Background: an optimization exercise with open tools, aiming at small area and a short achievable clock period. Do not read the settings as production practice.
RTL that was checked went through simulation tests only; none was proved equivalent to the original.
Power figures rest on the tool's default switching activity, not on a simulated workload.

Setup of sierra:
// ovarint_core
module ovarint_core (
    input  wire         clk,
    input  wire         rst,
    input  wire         in_valid,
    input  wire [4:0]   cmd,         
    input  wire [127:0] val_in,
    input  wire [127:0] bytes_in,    
    input  wire [4:0]   len_in,
    output reg          out_valid,
    output reg  [2:0]   status,
    output reg  [4:0]   len_out,
    output reg  [127:0] bytes_out,   
    output reg  [127:0] val_out
);
For scale: ~1,700 cells after synthesis, about 300 flip-flops, roughly 530 I/O pins, roughly 16,000 um^2 of cells after synthesis.
clock: 8.0 ns
lec_check: 0
cap_margin: 20
core_margin: 2
core_utilization: 35
place_density: 0.45
slew_margin: 20
standard.sh (not shown) runs the stock make flow with config.mk's settings and CLKGATE_MAP_FILE= SYNTH_SCRIPT=/design/flow/synth_recipe.tcl, a recipe that flattens the netlist after the stock synthesis.
==> flow/flow/run.sh <==
#!/bin/bash
set -euo pipefail
export BUFFER_PORTS_ARGS="-buffer_cell sky130_fd_sc_hd__buf_1"
export SETUP_SLACK_MARGIN=5.15
bash standard.sh > standard.log 2>&1
The flow did not stop early for sierra: all stages ran, and the layout cleared the timing, DRC and antenna checks.
diff inputs: sierra => yarrow
# sierra
export LEC_CHECK = 0
export CAP_MARGIN = 20
export CORE_MARGIN = 2
export CORE_UTILIZATION = 35
export PLACE_DENSITY = 0.45
export SLEW_MARGIN = 20
create_clock -name core_clock -period 8.0 [get_ports {clk}]
# yarrow
export LEC_CHECK = 0
export CAP_MARGIN = 20
export CORE_MARGIN = 2
export CORE_UTILIZATION = 35
export PLACE_DENSITY = 0.45
export SETUP_SLACK_MARGIN = 5
export SLEW_MARGIN = 20
create_clock -name core_clock -period 8.0 [get_ports {clk}]
==> flow/flow/run.sh <==
#!/bin/bash
set -euo pipefail
export BUFFER_PORTS_ARGS="-buffer_cell sky130_fd_sc_hd__buf_1"
bash standard.sh > standard.log 2>&1
Results
yarrow | status: complete | timing, DRC, antenna: pass
sierra: done, clean on timing, DRC and antenna
Compared with sierra, in yarrow data arrival time of the worst path saw an increase, count of filler cells inserted in the layout saw an increase, post-cts gate resize count saw a decrease, wire length of the first global-routing pass saw a decrease, routed wire length saw a decrease.
No run of this note included a check of the RTL's function; only the layout flow was run.

Setup of run A:
Another version of the RTL of ovarint_core (not shown whole).
Size in the first run: ~1900 cells after synthesis, roughly 0.016 mm2 of cells after synthesis.
Settings: LEC_CHECK=0, CAP_MARGIN=20, CORE_MARGIN=2, CORE_UTILIZATION=45, PLACE_DENSITY=0.55, SLEW_MARGIN=20; clock period 8.0 ns.
==> flow/flow/run.sh <==
#!/bin/bash
set -euo pipefail
export BUFFER_PORTS_ARGS="-buffer_cell sky130_fd_sc_hd__buf_1"
export SETUP_SLACK_MARGIN=5.15
bash standard.sh > standard.log 2>&1
For run B, these inputs were changed with respect to run A:
- changing CORE_UTILIZATION from 45 to 55
- changing PLACE_DENSITY from 0.55 to 0.65
==> flow/flow/run.sh <==
#!/bin/bash
set -euo pipefail
export BUFFER_PORTS_ARGS="-buffer_cell sky130_fd_sc_hd__buf_1"
export SETUP_SLACK_MARGIN=5.22
bash standard.sh > standard.log 2>&1
==> run notes <==
Compared with run A, run B shows net switching share of the total power lower by 0.94 points. For run A, the worst setup path endpoint was y_b[35], unlike run B, where it was y_b[81]. Run B — post-CTS resize count about 3% lower, run A as reference. The post-layout instance area of run A and that of run B are within noise of each other. On global-route wire length before repair: between run A and run B, it ends up higher for run A.
Setup changes, run B to run C
- CTS_CLUSTER_SIZE now 20, previously not set
- CTS_CLUSTER_DIAMETER now 60, previously not set
==> flow/flow/run.sh <==
#!/bin/bash
set -euo pipefail
export BUFFER_PORTS_ARGS="-buffer_cell sky130_fd_sc_hd__buf_1"
export SETUP_SLACK_MARGIN=5.15
bash standard.sh > standard.log 2>&1
Type of the setup path with the least slack: in2reg -> run C, reg2reg -> run B
Compared with run B, run C shows sum of met2 wire segment lengths after detailed routing that has gone up slightly.
Run comparison: run C master of the slowest instance on the critical path or3_4; run B master of the slowest instance on the critical path or4_4
Run C against run B: core utilization of the finished layout now sits lower, final worst slack now sits higher, final cell count now sits lower.
In run C relative to run B, wire length had gone up slightly.
A source of the critical timing path of cmd[2] is what run C shows, while dir_a belongs to run B.
Changes in run D relative to run C:
- swapping 55 for 35 in CORE_UTILIZATION
- clearing CTS_CLUSTER_SIZE, which used to be 20
- swapping 0.65 for 0.45 in PLACE_DENSITY
- clearing CTS_CLUSTER_DIAMETER, which used to be 60
--- outcome ---
Run C did not stop at any stage, and its layout met the timing, DRC and antenna checks.
Run D ended with every stage complete and zero timing, DRC or antenna violations.
Run D ends up with a global routing usage summed across all routing layers that is 10 points lower than in run C.
[compare] base=run C new=run D: count of antenna diodes in the layout went up 2; first-iteration DRC count went down about 24%.
Core utilization: higher on run C
Summary: via count, run D better than run C
| design area | run D vs run C | 4.6% higher |
Compared with run C, run D shows met3 routed wirelength lower by 32%.
Note that the full die area recorded for run D amounts to 1.6 times the value seen in run C.
Between run D and run C, the final hold slack is lower for run D.
Cell count of the worst hold path: run D vs run C, no meaningful difference
The row count reported for run D is greater than that of run C by 16.

== v5 ==
ovarint_core again, from the RTL that the note above started with.
==> flow/config.mk <==
export PLATFORM = sky130hd
export DESIGN_NAME = ovarint_core
export DESIGN_NICKNAME = ovarint_core
export VERILOG_FILES = /design/flow/design.v
export SDC_FILE = /design/flow/constraint.sdc
export NUM_CORES = 4
export LEC_CHECK = 0
export ABC_AREA = 1
export CAP_MARGIN = 20
export CORE_MARGIN = 2
export CORE_UTILIZATION = 45
export PLACE_DENSITY = 0.55
export SLEW_MARGIN = 20
==> flow/constraint.sdc <==
create_clock -name core_clock -period 8.0 [get_ports {clk}]
set_input_delay 1.6000 -clock core_clock [delete_from_list [all_inputs] [get_ports {clk}]]
set_output_delay 1.6000 -clock core_clock [all_outputs]
set_load 0.01 [all_outputs]
==> flow/flow/run.sh <==
#!/bin/bash
set -euo pipefail
export BUFFER_PORTS_ARGS="-buffer_cell sky130_fd_sc_hd__buf_1"
export SETUP_SLACK_MARGIN=5.15
bash standard.sh > standard.log 2>&1
v5 reached the end of the flow, and the finished layout is clean on the timing, DRC and antenna checks.
#### Input delta (v1 over v5)
- PLACE_DENSITY now 0.65, was 0.55
- CTS_CLUSTER_SIZE now 30, previously not set
- CTS_CLUSTER_DIAMETER now 60, previously not set
- CORE_UTILIZATION now 55, was 45
- ABC_AREA no longer set, was 1
### Flow results
v5 | status: complete | timing, DRC, antenna: pass. v1: full flow OK, the timing, DRC and antenna checks passed. The lower fraction of area in registers came out of v5. Compare v5 and v1 | total routing usage reported by global routing lower: v5. Looking at power, v1 sits 2.0% below v5. Going from v5 to v1, the via count was found to have gone down by about 14%. Comparing v5 and v1, sum of routed wire length over all layers is lower on v1. In the flow results for v5 and v1, the number of buffers inserted to repair setup after CTS is smaller on v5. The time the final worst path needs with I/O delays and setup in v1 was higher than what v5 gave. Measured against each other, v5 and v1 differ in multi-input gate share of the layout cell area, the higher figure coming from v1. Looking at power share of the combinational group across v5 and v1, the one that comes out higher is v5.
Setup changes, v1 to v14
- CTS_CLUSTER_DIAMETER: 60 -> unset
- PLACE_DENSITY: 0.65 -> 0.45
- CORE_UTILIZATION: 55 -> 35
- CTS_CLUSTER_SIZE: 30 -> unset
diff --git a/flow/flow/run.sh b/flow/flow/run.sh
--- a/flow/flow/run.sh
+++ b/flow/flow/run.sh
@@ -4 +4 @@
-export SETUP_SLACK_MARGIN=5.15
+export SETUP_SLACK_MARGIN=5.3
## What came out
v14 did not stop at any stage, and its layout met the timing, DRC and antenna checks. Run comparison: v1 top metal layer carrying routed signals met4; v14 top metal layer carrying routed signals met5. v14 vs. v1: share of total power in combinational logic picked up an extra 0.7 points; worst hold slack lost 27 ps; total design power picked up an extra 0.65 mW.

The RTL this note starts from:
==> flow/design.v <==
module ovarint_core (
    input  wire         clk,
    input  wire         rst,
    input  wire         in_valid,
    input  wire [4:0]   cmd,         
    input  wire [127:0] val_in,
    input  wire [127:0] bytes_in,    
    input  wire [4:0]   len_in,
    output reg          out_valid,
    output reg  [2:0]   status,
    output reg  [4:0]   len_out,
    output reg  [127:0] bytes_out,   
    output reg  [127:0] val_out
);
    localparam [2:0] ST_OK        = 3'd0;
    localparam [2:0] ST_OUTRANGE  = 3'd1;
    localparam [2:0] ST_TRUNCATED = 3'd2;
    localparam [2:0] ST_ILLEGAL   = 3'd4;
    integer i, k, m;
    wire       dir  = cmd[4];
    wire       sgn  = cmd[3];
    wire [2:0] wsel = cmd[2:0];
    wire w8 = (wsel == 3'd0), w16 = (wsel == 3'd1), w32 = (wsel == 3'd2),
         w64 = (wsel == 3'd3), w128 = wsel[2];
    reg msb;
    always @* begin
        case (wsel)
            3'd0:    msb = val_in[7];
            3'd1:    msb = val_in[15];
            3'd2:    msb = val_in[31];
            3'd3:    msb = val_in[63];
            default: msb = val_in[127];
        endcase
    end
    wire s = sgn & msb;
    reg [127:0] wide;
    always @* begin
        wide = val_in;
        if (w8)  wide[15:8]  = {8{s}};
        if (w16) wide[23:16] = {8{s}};
        if (w32) wide[39:32] = {8{s}};
        if (w64) wide[71:64] = {8{s}};
    end
    reg [15:1] f;
    reg [8:0]  g;
    always @* begin
        for (k = 1; k < 16; k = k + 1) begin
            g = val_in[8 * k - 5 +: 9];
            f[k] = sgn ? (|g & ~&g) : |g[8:1];
        end
        if (sgn) begin
            if (w8)  f[1] = |val_in[7:3]   & ~&val_in[7:3];
            if (w16) f[2] = |val_in[15:11] & ~&val_in[15:11];
            if (w32) f[4] = |val_in[31:27] & ~&val_in[31:27];
            if (w64) f[8] = |val_in[63:59] & ~&val_in[63:59];
        end else begin
            if (w8)  f[1] = |val_in[7:4];
            if (w16) f[2] = |val_in[15:12];
            if (w32) f[4] = |val_in[31:28];
            if (w64) f[8] = |val_in[63:60];
        end
        if (w8)  f[15:2] = 14'd0;
        if (w16) f[15:3] = 13'd0;
        if (w32) f[15:5] = 11'd0;
        if (w64) f[15:9] = 7'd0;
    end
    wire oor_e = w128 & (sgn ? (|val_in[127:123] & ~&val_in[127:123]) : (|val_in[127:124]));
    wire [7:0] hdr  = bytes_in[7:0];
    wire       negd = sgn & ~hdr[7];
    wire [3:0] n_d  = sgn ? (hdr[6:3] ^ {4{~hdr[7]}}) : hdr[7:4];
    wire [7:0] hdr_v = sgn ? {{5{negd}}, hdr[2:0]} : {4'd0, hdr[3:0]};
    wire       trunc = ~len_in[4] & (len_in[3:0] <= n_d);
    reg [127:0] x_a;         
    reg [15:1]  f_a;         
    reg [3:0]   nd_a;        
    reg         dir_a, sgn_a;
    reg [2:0]   wsel_a;
    reg         e_a;         
    reg         v_a;
    always @(posedge clk) begin
        if (rst)
            v_a <= 1'b0;
        else
            v_a <= in_valid;
        x_a    <= dir ? {bytes_in[127:8], hdr_v} : wide;
        f_a    <= f;
        nd_a   <= n_d;
        dir_a  <= dir;
        sgn_a  <= sgn;
        wsel_a <= wsel;
        e_a    <= dir ? trunc : oor_e;
    end
    reg [3:0] n_e;
    always @* begin
        n_e = 4'd0;
        for (k = 1; k < 16; k = k + 1)
            if (f_a[k]) n_e = k;
    end
    wire [3:0] n = dir_a ? nd_a : n_e;
    wire       fill = x_a[7];
    wire [3:0] sh   = ~n;
    reg [127:0] r, y;
    always @* begin
        for (i = 0; i < 16; i = i + 1)
            r[8 * i +: 8] = x_a[8 * (15 - i) +: 8];
        y = r;
        if (sh[3]) y = {{64{fill}}, y[127:64]};
        if (sh[2]) y = {{32{fill}}, y[127:32]};
        if (sh[1]) y = {{16{fill}}, y[127:16]};
        if (sh[0]) y = {{8{fill}},  y[127:8]};
    end
    wire [7:0] hx = dir_a ? 8'd0 : sgn_a ? {1'b1, n, 3'd0} : {n, 4'd0};
    wire [127:0] res = {y[127:8], y[7:0] ^ hx};
    wire negd_a = x_a[7];
    reg [15:0] c, p, q;
    always @* begin
        for (m = 0; m < 16; m = m + 1)
            c[m] = negd_a ? (&x_a[8 * m +: 8]) : ~(|x_a[8 * m +: 8]);
        p[0] = c[0];
        for (m = 1; m < 16; m = m + 1)
            p[m] = p[m - 1] & c[m];
        for (m = 0; m < 15; m = m + 1)
            q[m] = p[m] & (~sgn_a | (x_a[8 * m + 15] == negd_a));
        q[15] = p[15];
    end
    reg  [3:0] wb;        
    always @* begin
        case (wsel_a)
            3'd0:    wb = 4'd1;
            3'd1:    wb = 4'd2;
            3'd2:    wb = 4'd4;
            default: wb = 4'd8;
        endcase
    end
    wire [4:0] dw   = {1'b0, nd_a} - {1'b0, wb};
    wire       fits = wsel_a[2] | dw[4] | q[dw[3:0]];
    reg [2:0] st;
    always @* begin
        if (wsel_a > 3'd4) st = ST_ILLEGAL;
        else if (!dir_a)   st = e_a ? ST_OUTRANGE : ST_OK;
        else if (e_a)      st = ST_TRUNCATED;
        else if (!fits)    st = ST_OUTRANGE;
        else               st = ST_OK;
    end
    always @(posedge clk) begin
        if (rst)
            out_valid <= 1'b0;
        else
            out_valid <= v_a;
        status    <= st;
        len_out   <= (st == ST_OK) ? ({1'b0, n} + 5'd1) : 5'd0;
        y_b       <= res;
    end
    reg [127:0] y_b;
    always @* begin
        bytes_out = y_b;
        val_out   = y_b;
    end
endmodule
==> flow/config.mk <==
export PLATFORM = sky130hd
export DESIGN_NAME = ovarint_core
export DESIGN_NICKNAME = ovarint_core
export VERILOG_FILES = /design/flow/design.v
export SDC_FILE = /design/flow/constraint.sdc
export NUM_CORES = 4
export LEC_CHECK = 0
export CAP_MARGIN = 20
export CORE_MARGIN = 2
export CORE_UTILIZATION = 35
export PLACE_DENSITY = 0.45
export SLEW_MARGIN = 20
==> flow/constraint.sdc <==
create_clock -name core_clock -period 8.0 [get_ports {clk}]
set_input_delay 1.6000 -clock core_clock [delete_from_list [all_inputs] [get_ports {clk}]]
set_output_delay 1.6000 -clock core_clock [all_outputs]
set_load 0.01 [all_outputs]
==> flow/flow/run.sh <==
#!/bin/bash
set -euo pipefail
export BUFFER_PORTS_ARGS="-buffer_cell sky130_fd_sc_hd__buf_1"
export SETUP_SLACK_MARGIN=5.4
bash standard.sh > standard.log 2>&1
==> next run, changes <==
==> flow/flow/run.sh (replaced) <==
#!/bin/bash
set -euo pipefail
export BUFFER_PORTS_ARGS="-buffer_cell sky130_fd_sc_hd__buf_1"
bash standard.sh > standard.log 2>&1
- CTS_BUF_LIST: default -> sky130_fd_sc_hd__clkbuf_4 sky130_fd_sc_hd__clkbuf_8
- CTS_CLUSTER_SIZE: default -> 24
- SETUP_SLACK_MARGIN: default -> 5
What happened:
- The changed run went through all stages and came out clean
- register-to-register slack degrades by 0.13 ns
- cell area falls by 22%
- die area does not change
- sequential share of layout area rises by 5.7 points
- first-iteration DRC count decreases by 14%
- power came out lower by 17%
- via count is lower by 3.9%
- worst setup slack loses 0.13 ns
- sequential cell count stays the same
- combinational power shrinks by 38%

==> re-timing with driven ports <==
No port has a modelled driver above. Below, the same layouts with a new extraction and two added sets of constraints. Step 1, drivers: a clkbuf_16 drives clk and a buf_2 each remaining input, both assumed. Step 2 moves the port delays by t, midway between the first and last clock arrival at a register: inputs arrive t later, outputs are due t later. That takes back most of the time a late clock gives input paths. Slacks: ideal ports / drivers / drivers and shift; pairs: ideal ports / drivers.
| run | t, ns | setup WS [ns] | worst setup path at the end | worst data-port slew with drivers (ns) | cell pins on the clock port's net |
|---|---|---|---|---|---|
| sierra | 0.605 | 5.120 / 5.120 / 4.615 | input to register | 0.06 | 1 |
| yarrow | 0.609 | 5.010 / 5.010 / 4.569 | input to register | 0.06 | 1 |
| run A | 0.635 | 5.187 / 5.145 / 4.621 | input to register | 0.08 | 1 |
| run B | 0.608 | 5.172 / 5.170 / 4.641 | input to register | 0.07 | 1 |
| run C | 0.602 | 5.178 / 5.135 / 4.607 | input to register | 0.10 | 1 |
| run D | 0.615 | 5.173 / 5.113 / 4.659 | input to register | 0.08 | 1 |
| v5 | 0.631 | 5.202 / 5.146 / 4.669 | input to register | 0.06 | 1 |
| v1 | 0.599 | 5.185 / 5.140 / 4.658 | input to register | 0.10 | 1 |
| v14 | 0.615 | 5.208 / 5.208 / 4.802 | input to register | 0.07 | 1 |
| the first run of note 4 | 0.603 | 5.153 / 5.153 / 4.635 | input to register | 0.09 | 1 |
| the second run of note 4 | 0.677 | 5.020 / 4.979 / 4.438 | input to register | 0.07 | 1 |
After both steps setup and hold are still met in every run listed. For the second run of note 4, which loses most, drivers alone change the setup slack by -0.041 ns; drivers and shift together by -0.582 ns.
